Context: an optimization exercise on an open-source flow, tuned for small area. The choices shown serve that exercise and are no tape-out recipe. Where RTL was checked, it was by simulation tests only, not by an equivalence proof against the original. Power is estimated from default activity; no workload was simulated.

==> inputs of garnet <==
## edge_capture_fsm
module edge_capture_fsm #(
    parameter integer TICKS_PER_US  = 1,
    parameter integer THRESHOLD_US  = 35,
    parameter integer CAPTURE_TICKS = 10000,
    parameter integer MAX_EDGES     = 83,
    parameter integer TS_W          = 32,
    parameter integer CW            = $clog2(MAX_EDGES + 1)
) (
    input  wire            clk,
    input  wire            rst,
    input  wire            start,
    input  wire            line_level,
    input  wire            line_err,
    input  wire [CW-1:0]   dbg_edge_idx,
    input  wire [CW-1:0]   dbg_bit_idx,
    output wire            busy,
    output wire [1:0]      phase,
    output wire [2:0]      status,
    output wire            have_reading,
    output wire            host_viol,
    output wire [7:0]      status_word,
    output wire [15:0]     humidity_x10,
    output wire [15:0]     temperature_x10,
    output wire            temp_sign,
    output wire [39:0]     frame,
    output wire [CW-1:0]   frame_offset,
    output wire [CW-1:0]   edge_count,
    output wire [CW-1:0]   bit_count,
    output wire [CW-1:0]   rejects,
    output wire [TS_W-1:0] elapsed,
    output wire            dbg_edge_valid,
    output wire [TS_W-1:0] dbg_edge_ts,
    output wire            dbg_edge_kind,
    output wire            dbg_bit_valid,
    output wire            dbg_bit
);
clock: 10.0 ns
lec_check: 0
cap_margin: 20
core_margin: 2
core_utilization: 65
place_density: 0.75
slew_margin: 20
standard.sh (not shown) runs the stock make flow with config.mk's settings and CLKGATE_MAP_FILE= SYNTH_SCRIPT=/design/flow/synth_recipe.tcl, a recipe that flattens the netlist after the stock synthesis.
==> flow/flow/run.sh <==
#!/bin/bash
# The standard layout (standard.sh) with these changes:
#  - synthesis runs flow/synth.tcl: the standard synthesis script, with abc
#    using the area-oriented script flow/area.abc (registers are mapped
#    before abc, so they are the standard synthesis's);
#  - ports are buffered with buf_1 cells;
#  - clock tree synthesis uses clkbuf_8 cells, sink clusters of up to 18
#    flip-flops within 60 um, and no dummy loads.
# make's full output goes to flow_make.log in the work folder; ORFS keeps
# each step's own log under orfs/logs.
set -euo pipefail
W=$(pwd)
export AREA_ABC_SCRIPT="$W/flow/area.abc"
export BUFFER_PORTS_ARGS="-buffer_cell sky130_fd_sc_hd__buf_1"
export CTS_ARGS="-sink_clustering_enable -repair_clock_nets -dont_use_dummy_load -buf_list sky130_fd_sc_hd__clkbuf_8 -sink_clustering_size 18 -sink_clustering_max_diameter 60"
sed "s#SYNTH_SCRIPT=[^ ]*#SYNTH_SCRIPT=$W/flow/synth.tcl#" standard.sh > own_standard.sh
grep -q "SYNTH_SCRIPT=$W/flow/synth.tcl" own_standard.sh
bash own_standard.sh finish > flow_make.log 2>&1
==> flow/flow/area.abc <==
&get -n
&st
&syn2
&dch
&nf -R 1000 -p
&put
mfs2 -W 4 -M 500
&get -n
&st
&dch
&nf -R 1000 -p
&put
==> flow/flow/synth.tcl <==
# The standard synthesis script (synth_recipe.tcl), with one change: abc maps
# the logic with flow/area.abc, an area-oriented script, in place of the
# flow's abc script. Registers are mapped before abc, so they are the
# standard synthesis's.
proc synth {args} { yosys synth -nofsm -noshare {*}$args }
proc abc {args} {
  set i [lsearch -exact $args -script]
  if {$i >= 0} { lset args [expr {$i+1}] $::env(AREA_ABC_SCRIPT) }
  yosys abc {*}$args
}
source $::env(SCRIPTS_DIR)/synth.tcl
# left out here: clear keep_hierarchy, flatten, clean up, hide names made inside functions, write 1_2_yosys.v
==> ember: changes against garnet <==
--- a/flow/design.v
+++ b/flow/design.v
@@ -34,13 +34,12 @@
     output wire            dbg_bit_valid,
     output wire            dbg_bit
 );
     localparam integer THRESH_TICKS = THRESHOLD_US * TICKS_PER_US;
     localparam integer FRAME_BITS   = 40;
     localparam integer NBITS        = (MAX_EDGES - 1 + 1) / 2;       
-    localparam integer SR_N         = NBITS + 2;                      
     localparam integer ES_W         = $clog2(CAPTURE_TICKS + 2);     
     localparam integer PC_W         = $clog2(THRESH_TICKS + 2);      
     localparam integer LO_W         = 10;
     localparam integer HI_W         = ES_W - LO_W;
     localparam integer NWRAP        = CAPTURE_TICKS >> LO_W;          
     localparam [1:0] PH_IDLE     = 2'd0;
@@ -71,61 +70,49 @@
     reg [CW-1:0]   cnt_q;           
     reg [1:0]      rejects_q;       
     reg [39:0]     res_frame_q;
     reg            res_off_q;
     reg            have_reading_q;
     reg            host_viol_q;
-    reg [LO_W-1:0] edge_lo [0:MAX_EDGES-1];
-    integer sh;
+    reg [LO_W-1:0] edge_lo [0:MAX_EDGES-1];    
     reg [CW-1:0]   wrap_cnt [1:NWRAP];         
-    reg [SR_N-1:0] bits_q;
-    reg [5:0]      wp_q;
+    reg [NBITS-1:0] bits_q;
     wire in_cap    = (phase_q == PH_CAPTURE);
     wire first_pol = (elapsed_q == {ES_W{1'b0}});
     wire cap_edge  = !first_pol && (line_level != last_level_q);
     wire cap_end   = (cap_edge && edge_cnt_q == MAX_EDGES - 1) ||
                      (elapsed_q == CAPTURE_TICKS);
     wire pulse_long = (cnt_q > THRESH_TICKS);
+    wire [CW-2:0] bit_wr_idx = (edge_cnt_q - 1'b1) >> 1;
     wire [CW-1:0] edge_cnt_nx = edge_cnt_q + (in_cap && !line_err && cap_edge);
     wire kind0 = last_level_q ^ edge_cnt_q[0] ^ 1'b1;
     wire [CW:0]   cls_next   = cnt_q + 1'b1;
     wire          pair_avail = lt_u(cls_next[CW-1:0], edge_cnt_q) && !cls_next[CW];
     wire [CW:0]   bc_sum     = cnt_q + kind0;
     wire [CW-1:0] bit_cnt    = in_cap ? {CW{1'b0}} : bc_sum[CW:1];
-    wire [FRAME_BITS-1:0] window = bits_q[SR_N-2:SR_N-1-FRAME_BITS];
+    reg  [FRAME_BITS-1:0] window;
+    integer m;
+    always @(*) begin
+        for (m = 0; m < FRAME_BITS; m = m + 1)
+            window[FRAME_BITS-1-m] = rejects_q[0] ? bits_q[m+1] : bits_q[m];
+    end
     wire [7:0] b0 = window[39:32];
     wire [7:0] b1 = window[31:24];
     wire [7:0] b2 = window[23:16];
     wire [7:0] b3 = window[15:8];
     wire [7:0] b4 = window[7:0];
     wire [7:0] sum8  = b0 + b1 + b2 + b3;
     wire       ck_ok = (sum8 == b4);
     wire short_seq = (bit_cnt < FRAME_BITS);
     wire win_avail = (rejects_q == 2'd0) ||
                      (rejects_q == 2'd1 && bit_cnt == FRAME_BITS + 1);
-    reg [1:0] phase_nx;
-    always @(*) begin
-        phase_nx = phase_q;
-        case (phase_q)
-            PH_IDLE:     if (start) phase_nx = PH_CAPTURE;
-            PH_CAPTURE:  if (line_err) phase_nx = PH_IDLE;
-                         else if (cap_end) phase_nx = PH_CLASSIFY;
-            PH_CLASSIFY: if (!pair_avail) phase_nx = PH_DECODE;
-            PH_DECODE:   if (short_seq || !win_avail || ck_ok) phase_nx = PH_IDLE;
-        endcase
-    end
-    always @(posedge clk)
-        if (rst)
-            phase_q <= PH_IDLE;
-        else if (phase_nx != phase_q)
-            phase_q <= phase_nx;
     always @(posedge clk) begin
         if (rst) begin
+            phase_q        <= PH_IDLE;
             status_q       <= ST_NONE;
             elapsed_q      <= {ES_W{1'b0}};
-            last_level_q   <= 1'b0;
             edge_cnt_q     <= {CW{1'b0}};
             cnt_q          <= {CW{1'b0}};
             rejects_q      <= 2'd0;
             res_frame_q    <= 40'd0;
             res_off_q      <= 1'b0;
             have_reading_q <= 1'b0;
@@ -133,89 +120,81 @@
         end else begin
             if (start && phase_q != PH_IDLE)
                 host_viol_q <= 1'b1;
             case (phase_q)
                 PH_IDLE: begin
                     if (start) begin
+                        phase_q    <= PH_CAPTURE;
                         status_q   <= ST_BUSY;
                         elapsed_q  <= {ES_W{1'b0}};
                         edge_cnt_q <= {CW{1'b0}};
                         rejects_q  <= 2'd0;
                     end
                 end
                 PH_CAPTURE: begin
                     if (line_err) begin
+                        phase_q  <= PH_IDLE;
                         status_q <= ST_LINE_IO;
                         cnt_q    <= {CW{1'b0}};
                     end else begin
                         elapsed_q    <= elapsed_q + 1'b1;
                         last_level_q <= line_level;
                         edge_cnt_q   <= edge_cnt_nx;
                         if (cap_end) begin
+                            phase_q <= PH_CLASSIFY;
                             cnt_q   <= {CW{1'b0}};
                         end else if (cap_edge)
                             cnt_q <= 1;
                         else if (!pulse_long)
                             cnt_q <= cnt_q + 1'b1;
                     end
                 end
                 PH_CLASSIFY: begin
                     if (pair_avail)
                         cnt_q <= cls_next[CW-1:0];
+                    else
+                        phase_q <= PH_DECODE;
                 end
                 PH_DECODE: begin
                     if (short_seq) begin
+                        phase_q  <= PH_IDLE;
                         status_q <= ST_INSUF;
                     end else if (!win_avail) begin
+                        phase_q  <= PH_IDLE;
                         status_q <= ST_NO_FRAME;
                     end else if (ck_ok) begin
+                        phase_q        <= PH_IDLE;
                         status_q       <= ST_OK;
                         res_frame_q    <= window;
                         res_off_q      <= rejects_q[0];
                         have_reading_q <= 1'b1;
                     end else begin
                         rejects_q <= rejects_q + 1'b1;
                     end
                 end
             endcase
         end
     end
-    wire bit_shift =
-        (in_cap && !line_err && cap_edge && !line_level && edge_cnt_q != {CW{1'b0}}) ||
-        (phase_q == PH_CLASSIFY && wp_q != SR_N - 1) ||
-        (phase_q == PH_DECODE && !short_seq && win_avail && !ck_ok && rejects_q == 2'd0);
     always @(posedge clk) begin
-        if (rst || (phase_q == PH_IDLE && start))
-            wp_q <= 6'd0;
-        else if (bit_shift)
-            wp_q <= wp_q + 1'b1;
-    end
-    always @(posedge clk) begin
-        if (in_cap && !line_err && cap_edge) begin
-            edge_lo[0] <= elapsed_q[LO_W-1:0];
-            for (sh = 1; sh < MAX_EDGES; sh = sh + 1)
-                edge_lo[sh] <= edge_lo[sh-1];
-        end
+        edge_lo[edge_cnt_q] <= elapsed_q[LO_W-1:0];
         wrap_cnt[elapsed_q[ES_W-1:LO_W] + 1'b1] <= edge_cnt_nx;
-        if (bit_shift)
-            bits_q <= {bits_q[SR_N-2:0], pulse_long};
+        if (last_level_q)
+            bits_q[bit_wr_idx] <= pulse_long;
     end
     wire [14:0] tmag = res_frame_q[22:8];
-    wire [CW-1:0]   dbg_bit_pos  = {1'b0, wp_q} - 1'b1 - dbg_bit_idx;
-    wire [CW-1:0]   dbg_edge_pos = edge_cnt_q - 1'b1 - dbg_edge_idx;
     reg [LO_W-1:0]  dbg_lo;
     reg             dbg_bit_r;
     integer r;
     always @(*) begin
         dbg_lo = {LO_W{1'b0}};
         for (r = 0; r < MAX_EDGES; r = r + 1)
-            if (dbg_edge_pos == r)
+            if (dbg_edge_idx == r)
                 dbg_lo = dbg_lo | edge_lo[r];
         dbg_bit_r = 1'b0;
-        for (r = 0; r < SR_N; r = r + 1)
-            if (dbg_bit_pos == r)
+        for (r = 0; r < NBITS; r = r + 1)
+            if (dbg_bit_idx == r)
                 dbg_bit_r = dbg_bit_r | bits_q[r];
     end
     reg [NWRAP+1:0] thermo;
     reg [HI_W-1:0]  dbg_hi;
     integer w;
     always @(*) begin
==> flow/flow/run.sh (replaced) <==
#!/bin/bash
# The standard layout (standard.sh) with these changes:
#  - synthesis runs flow/synth.tcl: the standard synthesis script, with abc
#    using the area-oriented script flow/area.abc;
#  - ports are buffered with buf_1 cells;
#  - clock tree synthesis uses clkbuf_16 cells, sink clusters of up to 25
#    flip-flops, and no dummy loads.
# make's full output (every tool's log is also kept by ORFS under orfs/logs)
# goes to flow_make.log in the work folder.
set -euo pipefail
W=$(pwd)
export AREA_ABC_SCRIPT="$W/flow/area.abc"
export BUFFER_PORTS_ARGS="-buffer_cell sky130_fd_sc_hd__buf_1"
export CTS_ARGS="-sink_clustering_enable -repair_clock_nets -dont_use_dummy_load -buf_list sky130_fd_sc_hd__clkbuf_16 -sink_clustering_size 25 -sink_clustering_max_diameter 80"
sed "s#SYNTH_SCRIPT=[^ ]*#SYNTH_SCRIPT=$W/flow/synth.tcl#" standard.sh > own_standard.sh
grep -q "SYNTH_SCRIPT=$W/flow/synth.tcl" own_standard.sh
bash own_standard.sh finish > flow_make.log 2>&1
==> flow/flow/area.abc (replaced) <==
&get -n
&st
&syn2
&dch
&nf -R 1000 -p
&st
&dch
&nf -R 1000 -p
&put
CORE_UTILIZATION = 50   (was 65)
PLACE_DENSITY = not set   (was 0.75)
==> comparison <==
Critical path depth: garnet is higher than ember (9).
Against ember, the hold slack of garnet is lower by 0.062 ns.
Between ember and garnet, the lower combinational power is in ember (gap 46%, measured against garnet).
garnet finished clean. ember ran to the end with no violations.
Utilization: garnet is higher than ember (15 points).
The RTL of ember was laid out without a check of its function.

static timing again, ports no longer ideal:
Ports are ideal in the flow. The routed layouts listed here were re-timed in OpenROAD.
Step 1, drivers: a clkbuf_16 drives clk and a buf_2 each remaining input, both assumed.
Step 2 adds t to the input delays and takes it off the output delays; t is the mean of the earliest and latest rising clock arrival at the registers after step 1. Input paths then give back, and output paths get back, about the clock's delay inside the block.
a / b / c = ideal / step 1 / step 2; a / b = the first two.
run	shift t [ns]	slack for setup (ns)	pins driven straight from the clock port
garnet	0.724	0.353 / 0.313 / 0.313	1
ember	0.713	1.240 / 1.214 / 1.214	1
After both steps setup and hold are still met in every run listed. The setup slack of garnet, which loses most, moves by -0.040 ns with the drivers and by -0.040 ns with both steps.
